This design comes from an exercise in tuning for small area and a short achievable clock period on the open sky130 flow, not from production work. RTL that was checked went through simulation tests only; none was proved equivalent to the original. Function not checked in runs 1 to 3: the RTL went through the layout flow alone.

## flow/design.v (module list and top-level ports; edited modules follow where they fit)
// module osc_bank: 142 lines
// module osc_mac_s: 734 lines
// module osc_mac_c: 782 lines
module osc_bank #(
    parameter N      = 16,
    parameter D      = 4,
    parameter ADDR_W = 5
) (
    input  wire              clk,
    input  wire              rst,            
    input  wire [ADDR_W-1:0] address,
    input  wire              select,         
    input  wire [3:0]        mask,
    input  wire [15:0]       data_in,
    input  wire              write_enable,
    input  wire              update,
    output reg  [15:0]       data_out,
    output wire              write_error,
    output wire              read_error
);
  // ...
==> flow/run.sh <==
#!/bin/bash
# synth_recipe.tcl (not shown) runs the flow's synth.tcl, then flattens the netlist and writes it again
# the make line also repeats each setting of config.mk as NAME=value (left out here)
make -C /OpenROAD-flow-scripts/flow DESIGN_CONFIG=/design/flow/config.mk WORK_HOME=/design/flow/orfs CLKGATE_MAP_FILE= SYNTH_SCRIPT=/design/flow/synth_recipe.tcl finish
==> flow/config.mk <==
export PLATFORM = sky130hd
export DESIGN_NAME = osc_bank
export DESIGN_NICKNAME = osc_bank
export VERILOG_FILES = /design/flow/design.v
export SDC_FILE = /design/flow/constraint.sdc
export NUM_CORES = 4
export LEC_CHECK = 0
export CAP_MARGIN = 20
export CELL_PAD_IN_SITES_DETAIL_PLACEMENT = 1
export CELL_PAD_IN_SITES_GLOBAL_PLACEMENT = 2
export CORE_MARGIN = 2
export CORE_UTILIZATION = 25
export PLACE_DENSITY = 0.4
export SLEW_MARGIN = 20
==> flow/constraint.sdc <==
create_clock -name core_clock -period 13.0 [get_ports {clk}]
set_input_delay 2.6000 -clock core_clock [delete_from_list [all_inputs] [get_ports {clk}]]
set_output_delay 2.6000 -clock core_clock [all_outputs]
set_load 0.01 [all_outputs]
==> results.json, run 1 <==
{
  "regArea_sq_mm": 0.0394,
  "critPathBufInv": 6,
  "die_area_sq_mm": 0.294,
  "drtIter0Drc": 6151,
  "seqAreaFraction": 0.467,
  "routed_wl_um": 395000,
  "syn_area_sq_mm": 0.0724,
  "multi_input_area_share": 0.358,
  "synth_common_cells": "edfxtp_1 (1,104), fa_1 (427), a21oi_1 (421), inv_1 (411), nor2b_1 (391)",
  "core_area_sq_mm": 0.288,
  "pre_cts_ws_ps": 3770,
  "fmax_mhz": 108,
  "drv_slew": 0,
  "flops_and_latches": 1416,
  "path_max_fanout": 31,
  "dp_hpwl_um": 246000,
  "post-route-util": 0.293,
  "ys.flop_type": "edfxtp_1",
  "n_all_inverters": 418,
  "fin_crit_sh": 0.712,
  "num_rows": 197,
  "finalSetupViolations": 0,
  "numCtsBuffers": 183,
  "use_met2": 0.426,
  "path_clk_slew_ps": 60,
  "muxShareOfSynthArea": 0.00721,
  "layout_common_cells": "edfxtp_1 (1,104), fa_1 (427), a21oi_1 (420), inv_1 (410), nor2b_1 (383)",
  "worstPathArrival_ps": 9880,
  "buffers": 305,
  "design_area_sq_mm": 0.0844,
  "grt_pass1_wl_um": 526000,
  "drt-met1-wl_um": 179000,
  "num_vias": 53500,
  "antenna_cells": 22,
  "crit_start": "cursor[0]$_SDFFE_PP0N_",
  "worst_pin_slew_ps": 1340,
  "htree_levels": 4,
  "port_buffers": 47,
  "placed_area_sq_mm": 0.0785,
  "outcome": "no timing/DRC/antenna violations"
}
==> run 2, diff against run 1 <==
--- a/flow/config.mk
+++ b/flow/config.mk
@@ -9,6 +9,6 @@
 export CELL_PAD_IN_SITES_DETAIL_PLACEMENT = 1
 export CELL_PAD_IN_SITES_GLOBAL_PLACEMENT = 2
 export CORE_MARGIN = 2
-export CORE_UTILIZATION = 25
-export PLACE_DENSITY = 0.4
+export CORE_UTILIZATION = 55
+export PLACE_DENSITY = 0.7
 export SLEW_MARGIN = 20
==> run 2 against run 1 <==
Net effect:
- sequential cell count is the same
- via count rose by 4.6%
- clock-buffer cell count fell by 54
- critical endpoint is now disp_r[8][15]$_DFFE_PP_
- largest cell class unchanged
==> results.json, run 2 <==
{
  "drv_slew": 0,
  "synth_top_area_share": 0.458,
  "ys_warn_count": 12,
  "fmax_mhz": 112,
  "drv_cap": 0,
  "worstSkewPairLatency_ps": 830,
  "ys_seq_area_frac": 0.544,
  "wl_met3_um": 40900,
  "min_period_ps": 8900,
  "tns_ps": 0,
  "fp.dieW_um": 367,
  "firstDrtPassIters": 9,
  "worst_pin_slew_ps": 1310,
  "grt_use_total": 0.450,
  "drcViolationCount": 0,
  "whs_path_depth": 0,
  "die_h_um": 367,
  "syn_area_sq_mm": 0.0724,
  "dp_hpwl_um": 183000,
  "synth_cell_types": 88,
  "grt_pass1_wl_um": 427000,
  "hold_viol_final": 0,
  "synthCells": 5950,
  "antenna_found_initial": 15,
  "cp_slowest_stage_delay_ps": 650,
  "grt_max_degree": 79,
  "path_max_fanout": 31,
  "layout-drive-gt1-share": 0.0890,
  "path_clk_slew_ps": 60,
  "layout_common_cells": "edfxtp_1 (1,104), fa_1 (427), a21oi_1 (419), inv_1 (410), nor2b_1 (390)",
  "ys_seq_elements": 1416,
  "cp.required_ps": 13490,
  "finalNetCount": 6528,
  "die_area_sq_mm": 0.135,
  "num_io_pins": 48,
  "ys.flop_type": "edfxtp_1",
  "mostFrequentLayoutCell": "edfxtp_1",
  "cts_tree": "done",
  "synth.most_common_cell": "edfxtp_1",
  "avgRoutedWirePerCell_um": 38.9,
  "clockRootBuffer": "clkbuf_16",
  "num_rows": 133,
  "routed_wl_um": 305000,
  "grt_remaining_overflow": 0,
  "relSlewSlack": 0.124,
  "worstPathArrival_ps": 9390,
  "htree_levels": 4,
  "path_cells": "inv_1 -> ha_2 -> buf_4 -> and3b_4 -> buf_4 -> a22oi_1 -> and4_1 -> a41oi_1 -> xnor2_1 -> inv_1 -> fa_1 -> nor2b_1 -> o211ai_1 -> o211ai_1 -> a2111oi_0 -> o31ai_1 -> xor2_1 -> nor4_2 -> nor3_4 -> buf_4 -> and3_1 -> or4_1 -> nand2_1",
  "cp_slowest_cell": "and3b_4",
  "max-clock-path-buffers": 3,
  "synth_area_leaders": "edfxtp_1 (46%), fa_1 (12%), dfxtp_1 (8.6%), nor2b_1 (3.4%), a22oi_1 (3.4%)",
  "rsz0062_at_grt": "false",
  "num_vias": 55900,
  "hp-class": "reg2reg",
  "fin_crit_sh": 0.685,
  "cp_common_cell": "buf_4",
  "postCtsSetupRepairBufs": 0,
  "finalSetupViolations": 0,
  "port_buffers": 47,
  "outcome": "no timing/DRC/antenna violations",
  "drtIter0Drc": 8863,
  "reg2reg_depth": 23,
  "grt_pass1_vias": 57800,
  "syn_area_per_cell_sq_um": 12.2,
  "hold_buffers": 0,
  "met2WireLength_um": 132000,
  "cts-resized-gates": 0,
  "start_util": 0.552,
  "ant_nets": 0,
  "synth_nets": 6535,
  "synth_edf_count": 1104,
  "cp-start-kind": "flop",
  "finalClockSkew_ps": 51.6,
  "numClockSinks": 1416,
  "area_delta_synth_final_pct": 10.7,
  "async_flop_share": 0,
  "top_layer": "met5",
  "worst_setup_path_end_kind": "flop",
  "core_area_sq_mm": 0.131,
  "vias_per_cell": 7.14,
  "numCtsBuffers": 147,
  "synth_common_cells": "edfxtp_1 (1,104), fa_1 (427), a21oi_1 (421), inv_1 (411), nor2b_1 (391)",
  "gp_congestion": 0.955,
  "path_class": "reg2reg",
  "synth_largest_area_cell": "edfxtp_1",
  "drt-met1-wl_um": 108000
}
-- run 2: cell types whose count changed in the layout (fill, tap and decap cells not counted), moves of 8 or more --
| cell | previous run | this run |
|---|---|---|
| buf_4 | 249 | 189 |
| nor2_4 | 12 | 21 |
| nor2_2 | 19 | 3 |
| clkbuf_16 | 191 | 149 |
| clkbuf_8 | 18 | 10 |
| diode_2 | 22 | 11 |
-- run 2: final timing paths --
check	from	to	slack [ps]
max	cursor[0]$_SDFFE_PP0N_	disp_r[8][15]$_DFFE_PP_	4100
min reg2reg	p1_s[12]$_DFF_P_	p2_s[12]$_DFF_P_	320
max reg2reg	cursor[0]$_SDFFE_PP0N_	disp_r[8][15]$_DFFE_PP_	4100
min	p1_s[12]$_DFF_P_	p2_s[12]$_DFF_P_	320
-- run 2: per-layer routing --
layer / up-vias / GRT usage
met2: 4610 / 0.671
li1: 21600 / -
met4: 6 / 0.273
met3: 1398 / 0.138
met5: - / 0
met1: 28300 / 0.578
-- run 2: cell type report --
class / instances / area [sq um]
Antenna cell: 11 / 27.5
Clock buffer: 196 / 4010
Clock inverter: 79 / 870
Fill cell: 13000 / 51000
Inverter: 418 / 1570
Multi-Input combinational cell: 3721 / 30100
Sequential cell: 1416 / 39400
Tap cell: 1755 / 2200
Timing Repair Buffer: 239 / 1950
-- run 2: kinds of logic (layout without fill, tap and decap cells) --
logic type / count (synthesis) / after routing / share of synthesized area
flip-flops: 1416 / 1416 / 0.544
other: 0 / 11 / 0
adder cells (fa/ha/maj): 555 / 555 / 0.140
AO/OA/AOI/OAI: 1487 / 1487 / 0.139
multiplexers: 46 / 46 / 0.00721
AND/OR/NAND/NOR: 1548 / 1548 / 0.114
buffers and inverters: 813 / 932 / 0.0448
XOR/XNOR: 85 / 85 / 0.0103
-- run 2: per-stage QoR --
| stage | hold slack, ps | util | worst slack [ps] | instance area, sq um | std cells |
|---|---|---|---|---|---|
| 2_1_floorplan | 310 | - | 5810 | 72400 | 5950 |
| 3_3_place_gp | 310 | 0.574 | 4530 | 75200 | 7547 |
| 3_5_place_dp | 313 | 0.574 | 4490 | 75200 | 7548 |
| 4_1_cts | 314 | 0.611 | 4450 | 80100 | 7823 |
| 5_1_grt | 320 | 0.611 | 3990 | 80100 | 7824 |
| 6_report | 317 | 0.611 | 4100 | 80200 | 7835 |
-- run 2: critical path, delay by kind of cell, from the launching register on --
kind | cells | cell delay [ps]
simple gates | 8 | 2840
fa+ha+maj | 2 | 1060
flops | 1 | 350
compound gates | 6 | 1950
buf+inv | 5 | 1830
xor+xnor | 2 | 440
==> run 3, diff against run 2 <==
--- a/flow/config.mk
+++ b/flow/config.mk
@@ -11,4 +11,5 @@
 export CORE_MARGIN = 2
 export CORE_UTILIZATION = 55
 export PLACE_DENSITY = 0.7
+export SETUP_SLACK_MARGIN = 5
 export SLEW_MARGIN = 20
==> run 3 against run 2 <==
Net effect:
- largest cell class unchanged
- first-iteration DRC count rose by 0.60%
- highest routed layer unchanged
- sequential share of layout area fell by 0.093 points
- critical path depth fell by 3
==> results.json, run 3 <==
{
  "outcome": "no timing/DRC/antenna violations",
  "max-clock-path-buffers": 3,
  "dp_hpwl_um": 183000,
  "crit_cells": 20,
  "synth.most_common_cell": "edfxtp_1",
  "synthCells": 5950,
  "grt_remaining_overflow": 0,
  "numCtsBuffers": 147,
  "r2r-end": "disp_r[12][15]$_DFFE_PP_",
  "firstDrtPassIters": 9,
  "start_util": 0.552,
  "fp.dieW_um": 367,
  "relSlewSlack": 0.112,
  "path_max_fanout": 37,
  "vias_per_cell": 7.14,
  "drcViolationCount": 0,
  "layout-drive-gt1-share": 0.0934,
  "whs_ps": 311,
  "cp_common_cell": "buf_4",
  "regArea_sq_mm": 0.0394,
  "grt_max_degree": 79,
  "num_io_pins": 48,
  "num_rows": 133,
  "nFillCells": 13000,
  "routed_wl_um": 305000,
  "critPathBufInv": 5,
  "worstSkewPairLatency_ps": 840,
  "finalNetCount": 6528,
  "die_h_um": 367,
  "syn_area_per_cell_sq_um": 12.2,
  "cp_slowest_stage_delay_ps": 640,
  "syn_area_sq_mm": 0.0724,
  "path_clk_slew_ps": 60,
  "reg2reg_depth": 20,
  "mostFrequentLayoutCell": "edfxtp_1",
  "timing.hold.worst.start": "p1_s[12]$_DFF_P_",
  "crit_start": "cursor[1]$_SDFFE_PP0N_",
  "synth_common_cells": "edfxtp_1 (1,104), fa_1 (427), a21oi_1 (421), inv_1 (411), nor2b_1 (391)",
  "clockRootBuffer": "clkbuf_16",
  "drv_slew": 0,
  "cp-start-kind": "flop",
  "synth_compound_area_frac": 0.139,
  "drtIter0Drc": 8916,
  "rsz0062_at_grt": "true",
  "finalClockSkew_ps": 71.3,
  "grt_use_total": 0.450,
  "placed_area_sq_mm": 0.0752,
  "drv_cap": 0,
  "num_vias": 55900,
  "hold_viol_final": 0,
  "gp_congestion": 0.955,
  "synth_nets": 6535,
  "whs_path_depth": 0,
  "synth_top_area_share": 0.458,
  "ys.flop_type": "edfxtp_1",
  "cp-endpoint": "disp_r[12][15]$_DFFE_PP_",
  "area_delta_synth_final_pct": 10.9,
  "ys_warn_count": 12,
  "ys_seq_area_frac": 0.544,
  "worstPathArrival_ps": 8550,
  "multi_input_area_sq_mm": 0.0303,
  "port_buffers": 47,
  "grt_pass1_wl_um": 427000,
  "hold_buffers": 0,
  "muxShareOfSynthArea": 0.00721,
  "hp-class": "reg2reg",
  "fmax_mhz": 125,
  "synth-xor-area-share": 0.0103,
  "tns_ps": 0,
  "synth-simple-area-share": 0.114,
  "cts_tree": "done",
  "grt_pass1_vias": 58000,
  "worst_pin_slew_ps": 1330,
  "ant_nets": 0,
  "synth_edf_count": 1104,
  "worst_setup_path_end_kind": "flop",
  "synth_cell_types": 88,
  "synth_largest_area_cell": "edfxtp_1",
  "die_area_sq_mm": 0.135,
  "async_flop_share": 0,
  "reg2reg_from": "cursor[1]$_SDFFE_PP0N_",
  "regToRegSetupSlack_ps": 5020,
  "layout_common_cells": "edfxtp_1 (1,104), fa_1 (427), a21oi_1 (415), inv_1 (410), nor2b_1 (386)",
  "cp_top_family": "buffers and inverters",
  "ys_seq_elements": 1416,
  "avgRoutedWirePerCell_um": 39.0,
  "synth_area_leaders": "edfxtp_1 (46%), fa_1 (12%), dfxtp_1 (8.6%), nor2b_1 (3.4%), a22oi_1 (3.4%)",
  "design_area_sq_mm": 0.0803,
  "path_class": "reg2reg",
  "htree_levels": 4,
  "numClockSinks": 1416,
  "synth-adder-area-share": 0.140,
  "cp.required_ps": 13570,
  "fin_ws_ps": 5020,
  "final_cells": 7832,
  "pre_cts_ws_ps": 4490,
  "finalSetupViolations": 0,
  "placedCellCount": 7548,
  "antenna_found_initial": 16,
  "postCtsSetupRepairBufs": 0,
  "cp_slowest_cell": "buf_4",
  "core_area_sq_mm": 0.131,
  "path_cells": "ha_2 -> buf_4 -> buf_6 -> and3b_4 -> buf_4 -> buf_4 -> a221oi_1 -> a41oi_2 -> xnor2_1 -> ha_1 -> or3_1 -> a2111oi_1 -> o31ai_2 -> and3_1 -> o31a_1 -> nor3_4 -> buf_4 -> nor2_2 -> or4_1 -> nand2_2",
  "min_period_ps": 7980,
  "synth_top_family_by_area": "adder cells",
  "fin_crit_sh": 0.614
}
run 3: cell counts after synthesis:
No cell type changed its count.
run 3: repair_timing:
| action | CTS | global route |
|---|---|---|
| gates cloned | 0 | 1 |
| pin swaps | 1 | 1 |
| gates resized for setup | 33 | 27 |
| setup endpoints to repair | 236 | 164 |
run 3: cells by family (layout without fill, tap and decap cells):
| family | Yosys count | after routing |
|---|---|---|
| compound gates | 1487 | 1487 |
| other cells | 0 | 8 |
| mux | 46 | 46 |
| simple gates | 1548 | 1549 |
| xor+xnor | 85 | 85 |
| flops | 1416 | 1416 |
| fa+ha+maj | 555 | 555 |
| buf+inv | 813 | 931 |
run 3: worst min-delay path by stage:
stage	endpoint	slack, ps
2_1_floorplan	p1_t[0]$_DFF_P_	310
3_3_place_gp	p3_t[2]$_DFF_P_	310
3_5_place_dp	p2_s[7]$_DFF_P_	310
4_1_cts	p2_s[12]$_DFF_P_	310
5_1_grt	p2_s[12]$_DFF_P_	320
6_report	p2_s[12]$_DFF_P_	310
run 3: stage by stage:
step / utilization
2_1_floorplan: -
3_3_place_gp: 0.574
3_5_place_dp: 0.574
4_1_cts: 0.612
5_1_grt: 0.612
6_report: 0.613
run 3: final cells by class:
class	count	area share
diodes	8	0.000249
clock buffers	196	0.0499
clock inverters	79	0.0108
inverters	418	0.0195
multi-input cells	3722	0.377
flip-flops and latches	1416	0.491
well taps	1755	0.0273
repair buffers	238	0.0244
run 3: per-layer routing:
layer	up-vias	GRT usage	share of wire
met5	-	0	0.00036
met4	12	0.280	0.077
met3	1319	0.138	0.13
met2	4583	0.672	0.44
met1	28400	0.576	0.35
li1	21600	-	-
==> module osc_bank, before the edit <==
module osc_bank #(
    parameter N      = 16,
    parameter D      = 4,
    parameter ADDR_W = 5
) (
    input  wire              clk,
    input  wire              rst,            
    input  wire [ADDR_W-1:0] address,
    input  wire              select,         
    input  wire [3:0]        mask,
    input  wire [15:0]       data_in,
    input  wire              write_enable,
    input  wire              update,
    output reg  [15:0]       data_out,
    output wire              write_error,
    output wire              read_error
);
    localparam [1:0] W_RAMP = 2'b00, W_SQUARE = 2'b01, W_TRI = 2'b10, W_SINE = 2'b11;
    reg [15:0] inc_r   [0:15];
    reg [15:0] disp_r  [0:15];    
    reg        sq_r    [0:15];    
    reg [1:0]  wave_r  [0:15];
    reg        dir_r   [0:15];
    reg [15:0] sin_r   [0:15];
    reg [15:0] cos_r   [0:15];
    reg        zr_r    [0:15];    
    reg        zs_r    [0:15];
    reg [3:0]  pval_r  [0:15];
    reg [3:0]  pmask_r [0:15];
    reg [3:0] cursor;
    reg        p0_v, p1_v, p2_v, p3_v;
    reg [3:0]  p0_t, p1_t, p2_t, p3_t;
    reg [15:0] p0_inc, p0_sin, p0_cos;
    reg [15:0] p1_s, p1_c, p2_s, p2_c, p3_s, p3_c;
    wire        busy   = (cursor != 4'd0);
    wire        svc    = busy | update;
    wire [15:0] s_inc  = inc_r[cursor];
    wire [15:0] s_disp = disp_r[cursor];
    wire [1:0]  s_wave = wave_r[cursor];
    wire        s_dir  = dir_r[cursor];
    wire [3:0]  s_pv   = pval_r[cursor];
    wire [3:0]  s_pm   = pmask_r[cursor];
    wire        s_zr   = zr_r[cursor];
    wire        s_zs   = zs_r[cursor];
    wire [15:0] s_sin  = s_zr ? 16'h0000 : sin_r[cursor];
    wire [15:0] s_cos  = s_zr ? {s_zs, 15'h4000} : cos_r[cursor];
    wire        s_tri  = (s_wave == W_TRI);
    wire [16:0] step   = s_tri ? {s_inc, 1'b0} : {1'b0, s_inc};
    wire [15:0] s_m    = s_disp ^ {16{s_dir}};
    wire [16:0] sum    = {1'b0, s_m} + step + {16'b0, s_dir};
    wire        ovf    = sum[16] ^ (s_dir & (s_disp == 16'h0000));
    wire        dir1   = s_dir ^ (ovf & s_tri);
    wire [15:0] ka     = s_m ^ step[15:0] ^ {16{~s_dir}};
    wire [15:0] kb     = (s_m & step[15:0]) | ({16{~s_dir}} & (s_m | step[15:0]));
    wire [15:0] sumd   = ka + {kb[14:0], 1'b0};
    wire        rr     = s_pm[0] & s_pv[0];
    wire [1:0]  wave2  = (s_wave & ~s_pm[3:2]) | (s_pv[3:2] & s_pm[3:2]);
    wire        dir2   = s_pm[1] ? s_pv[1] : dir1;
    wire [15:0] disp2  = rr ? 16'h0000 : (dir2 ? ~sumd : sum[15:0]);
    wire        sq2    = rr ? dir2 : (sum[15] ^ dir2);
    wire        issue  = svc & (s_wave == W_SINE) & ~rr;
    wire [15:0] ld_disp = rst ? 16'h0000 : disp2;
    wire        ld_sq   = ~rst & sq2;
    wire [1:0]  ld_wave = rst ? W_RAMP : wave2;
    wire        ld_dir  = ~rst & dir2;
    wire        ld_zs   = ~rst & dir2;
    wire [15:0] new_sin, new_cos;
    osc_mac_s u_mac_s (.x(p0_cos),  .y(p0_inc), .a(p0_sin), .r(new_sin));
    osc_mac_c u_mac_c (.x(~p0_sin), .y(p0_inc), .a(p0_cos), .r(new_cos));
    wire addr_ok = ~address[4];
    wire wr_ok   = write_enable & addr_ok;
    assign write_error = write_enable & ~addr_ok;
    assign read_error  = ~addr_ok;
    wire [15:0] ld_inc = rst ? 16'h0000 : data_in;
    genvar x;
    generate
        for (x = 0; x < 16; x = x + 1) begin : g_osc
            wire serviced = (cursor == x) & ((x != 0) | update);
            wire wb_here  = p3_v & (p3_t == x);
            wire wr_here  = wr_ok & (address[3:0] == x);
            always @(posedge clk) begin
                if (rst | serviced) begin
                    disp_r[x] <= ld_disp;
                    sq_r[x]   <= ld_sq;
                    wave_r[x] <= ld_wave;
                    dir_r[x]  <= ld_dir;
                end
                if (rst | (serviced & rr)) begin
                    zr_r[x] <= 1'b1;
                    zs_r[x] <= ld_zs;
                end else if (wb_here) begin
                    zr_r[x] <= 1'b0;
                end
                if (wb_here) begin
                    sin_r[x] <= p3_s;
                    cos_r[x] <= p3_c;
                end
                if (rst | (wr_here & ~select))
                    inc_r[x] <= ld_inc;
                if (rst) begin
                    pval_r[x]  <= 4'b0000;
                    pmask_r[x] <= 4'b0000;
                end else if (wr_here & select) begin
                    pval_r[x]  <= (pval_r[x] & ~mask) | (data_in[3:0] & mask);
                    pmask_r[x] <= (serviced ? 4'b0000 : pmask_r[x]) | mask;
                end else if (serviced) begin
                    pmask_r[x] <= 4'b0000;
                end
            end
        end
    endgenerate
    always @(posedge clk) begin
        p0_v <= ~rst & issue;
        p1_v <= ~rst & p0_v;
        p2_v <= ~rst & p1_v;
        p3_v <= ~rst & p2_v;
        p0_t   <= cursor;
        p0_inc <= s_inc;
        p0_sin <= s_sin;
        p0_cos <= s_cos;
        p1_t <= p0_t;  p1_s <= new_sin; p1_c <= new_cos;
        p2_t <= p1_t;  p2_s <= p1_s;    p2_c <= p1_c;
        p3_t <= p2_t;  p3_s <= p2_s;    p3_c <= p2_c;
    end
    always @(posedge clk) begin
        if (rst)
            cursor <= 4'd0;
        else if (svc)
            cursor <= cursor + 4'd1;
    end
    wire [15:0] o_word [0:15];
    generate
        for (x = 0; x < 16; x = x + 1) begin : g_out
            wire show_sin  = (wave_r[x] == W_SINE) & ~zr_r[x];
            wire show_ramp = ~wave_r[x][0];
            wire show_sq   = (wave_r[x] == W_SQUARE) & sq_r[x];
            assign o_word[x] = ({16{show_sin}} & sin_r[x]) | ({16{show_ramp}} & disp_r[x]) |
                               {show_sq, 15'b0};
        end
    endgenerate
    always @(*) data_out = o_word[address[3:0]];
endmodule
==> run 4, diff against run 3 <==
--- a/flow/design.v
+++ b/flow/design.v
@@ -17,8 +17,7 @@
 );
     localparam [1:0] W_RAMP = 2'b00, W_SQUARE = 2'b01, W_TRI = 2'b10, W_SINE = 2'b11;
     reg [15:0] inc_r   [0:15];
-    reg [15:0] disp_r  [0:15];    
-    reg        sq_r    [0:15];    
+    reg [15:0] acc_r   [0:15];
     reg [1:0]  wave_r  [0:15];
     reg        dir_r   [0:15];
     reg [15:0] sin_r   [0:15];
@@ -35,7 +34,7 @@
     wire        busy   = (cursor != 4'd0);
     wire        svc    = busy | update;
     wire [15:0] s_inc  = inc_r[cursor];
-    wire [15:0] s_disp = disp_r[cursor];
+    wire [15:0] s_acc  = acc_r[cursor];
     wire [1:0]  s_wave = wave_r[cursor];
     wire        s_dir  = dir_r[cursor];
     wire [3:0]  s_pv   = pval_r[cursor];
@@ -46,21 +45,15 @@
     wire [15:0] s_cos  = s_zr ? {s_zs, 15'h4000} : cos_r[cursor];
     wire        s_tri  = (s_wave == W_TRI);
     wire [16:0] step   = s_tri ? {s_inc, 1'b0} : {1'b0, s_inc};
-    wire [15:0] s_m    = s_disp ^ {16{s_dir}};
-    wire [16:0] sum    = {1'b0, s_m} + step + {16'b0, s_dir};
-    wire        ovf    = sum[16] ^ (s_dir & (s_disp == 16'h0000));
+    wire [16:0] sum    = {1'b0, s_acc} + step;
+    wire        ovf    = sum[16];
     wire        dir1   = s_dir ^ (ovf & s_tri);
-    wire [15:0] ka     = s_m ^ step[15:0] ^ {16{~s_dir}};
-    wire [15:0] kb     = (s_m & step[15:0]) | ({16{~s_dir}} & (s_m | step[15:0]));
-    wire [15:0] sumd   = ka + {kb[14:0], 1'b0};
     wire        rr     = s_pm[0] & s_pv[0];
     wire [1:0]  wave2  = (s_wave & ~s_pm[3:2]) | (s_pv[3:2] & s_pm[3:2]);
     wire        dir2   = s_pm[1] ? s_pv[1] : dir1;
-    wire [15:0] disp2  = rr ? 16'h0000 : (dir2 ? ~sumd : sum[15:0]);
-    wire        sq2    = rr ? dir2 : (sum[15] ^ dir2);
+    wire [15:0] acc2   = rr ? 16'h0000 : sum[15:0];
     wire        issue  = svc & (s_wave == W_SINE) & ~rr;
-    wire [15:0] ld_disp = rst ? 16'h0000 : disp2;
-    wire        ld_sq   = ~rst & sq2;
+    wire [15:0] ld_acc  = rst ? 16'h0000 : acc2;
     wire [1:0]  ld_wave = rst ? W_RAMP : wave2;
     wire        ld_dir  = ~rst & dir2;
     wire        ld_zs   = ~rst & dir2;
@@ -80,8 +73,7 @@
             wire wr_here  = wr_ok & (address[3:0] == x);
             always @(posedge clk) begin
                 if (rst | serviced) begin
-                    disp_r[x] <= ld_disp;
-                    sq_r[x]   <= ld_sq;
+                    acc_r[x]  <= ld_acc;
                     wave_r[x] <= ld_wave;
                     dir_r[x]  <= ld_dir;
                 end
@@ -128,17 +120,18 @@
         else if (svc)
             cursor <= cursor + 4'd1;
     end
-    wire [15:0] o_word [0:15];
-    generate
-        for (x = 0; x < 16; x = x + 1) begin : g_out
-            wire show_sin  = (wave_r[x] == W_SINE) & ~zr_r[x];
-            wire show_ramp = ~wave_r[x][0];
-            wire show_sq   = (wave_r[x] == W_SQUARE) & sq_r[x];
-            assign o_word[x] = ({16{show_sin}} & sin_r[x]) | ({16{show_ramp}} & disp_r[x]) |
-                               {show_sq, 15'b0};
-        end
-    endgenerate
-    always @(*) data_out = o_word[address[3:0]];
+    wire [3:0]  r_idx  = address[3:0];
+    wire [15:0] r_acc  = acc_r[r_idx];
+    wire        r_dir  = dir_r[r_idx];
+    wire [1:0]  r_wave = wave_r[r_idx];
+    wire [15:0] r_sin  = zr_r[r_idx] ? 16'h0000 : sin_r[r_idx];
+    always @(*) begin
+        case (r_wave)
+            W_RAMP, W_TRI: data_out = (r_acc ^ {16{r_dir}}) + {15'b0, r_dir};
+            W_SQUARE:      data_out = {r_acc[15] ^ r_dir, 15'b0};
+            default:       data_out = r_sin;
+        endcase
+    end
 endmodule
 module osc_mac_s (
     input  wire [15:0] x,
--- a/flow/config.mk
+++ b/flow/config.mk
@@ -9,7 +9,6 @@
 export CELL_PAD_IN_SITES_DETAIL_PLACEMENT = 1
 export CELL_PAD_IN_SITES_GLOBAL_PLACEMENT = 2
 export CORE_MARGIN = 2
-export CORE_UTILIZATION = 55
-export PLACE_DENSITY = 0.7
-export SETUP_SLACK_MARGIN = 5
+export CORE_UTILIZATION = 25
+export PLACE_DENSITY = 0.4
 export SLEW_MARGIN = 20
==> run 4 against run 3 <==
Net effect:
- non-clock buffer count grew 34
- hold slack got worse by 97 ps
- highest routed layer is now met4
- core utilization fell by 32 points
- critical path depth down 6
- register-to-register slack worse by 800 ps
- sequential cell count decreased by 16
- still clean
==> results.json, run 4 <==
{
  "synth_edf_count": 1088,
  "syn_area_per_cell_sq_um": 12.5,
  "finalSetupViolations": 0,
  "synth_top_family_by_area": "adder cells",
  "num_vias": 49200,
  "worstSkewPairLatency_ps": 890,
  "finalClockSkew_ps": 126,
  "synth-xor-area-share": 0.00859,
  "mostFrequentLayoutCell": "edfxtp_1",
  "ant_nets": 0,
  "synthCells": 5635,
  "numClockSinks": 1400,
  "placed_area_sq_mm": 0.0762,
  "grt_max_degree": 59,
  "antenna_found_initial": 19,
  "path_max_fanout": 44,
  "ys_warn_count": 11,
  "whs_path_depth": 0,
  "dp_hpwl_um": 203000,
  "grt_util_met3": 0.0208,
  "min_period_ps": 10740,
  "synth_nets": 6208,
  "ys.flop_type": "edfxtp_1",
  "ys_seq_elements": 1400,
  "reg2reg_depth": 21,
  "drcViolationCount": 0,
  "final_cells": 9590,
  "cp.required_ps": 10400,
  "synth_compound_area_frac": 0.137,
  "muxShareOfSynthArea": 0.00703,
  "synth_largest_area_cell": "edfxtp_1",
  "hold_viol_final": 0,
  "fin_crit_sh": 0.826,
  "numCtsBuffers": 177,
  "ys_seq_area_frac": 0.553,
  "die_h_um": 534,
  "layout_common_cells": "edfxtp_1 (1,088), a22oi_1 (465), inv_1 (426), fa_1 (426), nand2_1 (335)",
  "worst_pin_slew_ps": 1130,
  "drv_slew": 0,
  "area_delta_synth_final_pct": 16.6,
  "synth_area_leaders": "edfxtp_1 (46%), fa_1 (12%), dfxtp_1 (8.9%), a22oi_1 (5.0%), inv_1 (2.3%)",
  "grt_pass1_wl_um": 457000,
  "worst_setup_path_end_kind": "output port",
  "met1_usage": 0.312,
  "synth_cell_types": 96,
  "async_flop_share": 0,
  "vias_per_cell": 5.14,
  "cts-resized-gates": 0,
  "syn_area_sq_mm": 0.0703,
  "grt-busiest-layer": "met2",
  "nFillCells": 30100,
  "hold_buffers": 0,
  "postCtsSetupRepairBufs": 0,
  "die_area_sq_mm": 0.286,
  "max-clock-path-buffers": 4,
  "finalNetCount": 6275,
  "drv_cap": 0,
  "design_area_sq_mm": 0.0821,
  "outcome": "no timing/DRC/antenna violations",
  "worstPathArrival_ps": 8140,
  "port_buffers": 47,
  "post-route-util": 0.293,
  "htree_levels": 4,
  "grt_use_total": 0.230,
  "use_met2": 0.398,
  "path_class": "in2out",
  "grt_pass1_vias": 53200,
  "placedCellCount": 9247,
  "path_clk_slew_ps": 60,
  "relSlewSlack": 0.232,
  "layout-drive-gt1-share": 0.108,
  "fp.dieW_um": 534,
  "num_rows": 194,
  "drtIter0Drc": 3673,
  "core_area_sq_mm": 0.280,
  "clockRootBuffer": "clkbuf_16",
  "tns_ps": 0,
  "synth-simple-area-share": 0.107,
  "gp_congestion": 0.775,
  "synth_common_cells": "edfxtp_1 (1,088), a22oi_1 (465), fa_1 (426), inv_1 (426), nand2_1 (337)",
  "start_util": 0.252,
  "grt_remaining_overflow": 0,
  "cp-start-kind": "primary input",
  "rsz0062_at_grt": "false",
  "fmax_mhz": 93.1,
  "firstDrtPassIters": 5,
  "synth_top_area_share": 0.464,
  "routed_wl_um": 333000,
  "num_io_pins": 48,
  "synth.most_common_cell": "edfxtp_1",
  "synth-adder-area-share": 0.142,
  "cts_tree": "done",
  "avgRoutedWirePerCell_um": 34.8,
  "hp-class": "reg2reg"
}
[run 4: cell count changes in the layout (fill, tap and decap cells not counted), sizes merged, moves of 31 or more]
cell / before / now
o22ai: 128 / 65
nand3: 154 / 204
a22oi: 324 / 465
buf: 192 / 230
clkbuf: 200 / 239
a22o: 93 / 173
nand2: 240 / 337
a21oi: 421 / 194
nand2b: 84 / 53
nor2b: 391 / 170
o21ai: 160 / 83
[run 4: kinds of logic after synthesis]
logic type,count (synthesis)
adders and majority gates,543
xor gates and xnor gates,69
buffers and inverters,817
muxes,46
AOI/OAI and AO/OA,1305
and+or+nand+nor,1455
DFF,1400
[run 4: stage by stage]
stage / hold slack [ps] / setup WS [ps]
floorplan: 310 / 4560
global placement: 312 / 2250
detailed placement: 313 / 2240
CTS: 230 / 2220
global route: 239 / 1900
finish: 214 / 2260
[run 4: metal layers]
metal	part of all wire	wire length, um	up-vias
li1	-	-	20900
met1	0.45	150000	26800
met2	0.49	164000	1203
met3	0.034	11400	339
met4	0.022	7310	0
met5	0	0	-
[run 4: worst max-delay path: stages]
cell and delay, ps:
buf_2 670, buf_4 500, nor2_1 180, nand2_2 800
o32ai_4 490, inv_2 430, ha_1 300, ha_1 250
nand2_1 130, o32ai_4 270, nand3_2 240, or4_1 550
o221ai_1 80, clkdlybuf4s50_1 580
[run 4: area by class of cell]
type / instances / area (sq um) / area share
clock buffers: 239 / 4890 / 0.0596
clock inverters: 82 / 948 / 0.0116
multi-input cells: 3418 / 28800 / 0.351
repair buffers: 272 / 2190 / 0.0267
inverters: 433 / 1630 / 0.0198
flip-flops and latches: 1400 / 38900 / 0.474
diodes: 22 / 55.1 / 0.000671
well taps: 3724 / 4660 / 0.0568
[run 4: path summary, 6_finish.rpt]
path                                     endpoint                   start  slack (ps)
worst max-delay path                 data_out[14]              address[2]        2260
worst min-delay path             p3_c[13]$_DFF_P_        p2_c[13]$_DFF_P_         210
worst max register to register  zs_r[8]$_DFFE_PP_  cursor[0]$_SDFFE_PP0N_        4220
worst min register to register   p3_c[13]$_DFF_P_        p2_c[13]$_DFF_P_         210

[port drivers added, routing unchanged]
No port has a modelled driver above. Below, the same layouts with a new extraction and two added sets of constraints.
Step 1 assumes that a clkbuf_16 drives the clock port and a buf_2 every other input.
Step 2, shift: input delay + t, output delay - t, t = (earliest + latest rising clock arrival at the registers) / 2. This alone moves slack from input paths to output paths.
Slacks: ideal / step 1 / step 2; pairs: ideal / step 1.
run	shift t [ns]	setup slack, ns	hold WS [ns]	worst setup path at the end
run 1	0.945	3.744 / 3.744 / 3.744	0.317 / 0.317 / 0.317	register to register
run 2	0.895	4.096 / 4.096 / 4.096	0.317 / 0.317 / 0.317	register to register
run 3	0.891	5.021 / 5.021 / 5.021	0.311 / 0.311 / 0.311	register to register
run 4	0.924	2.261 / 2.234 / 2.234	0.214 / 0.214 / 0.214	input to output
After both steps every run listed still meets setup and hold. For run 4, which loses most, drivers alone change the setup slack by -0.027 ns; drivers and shift together by -0.027 ns.
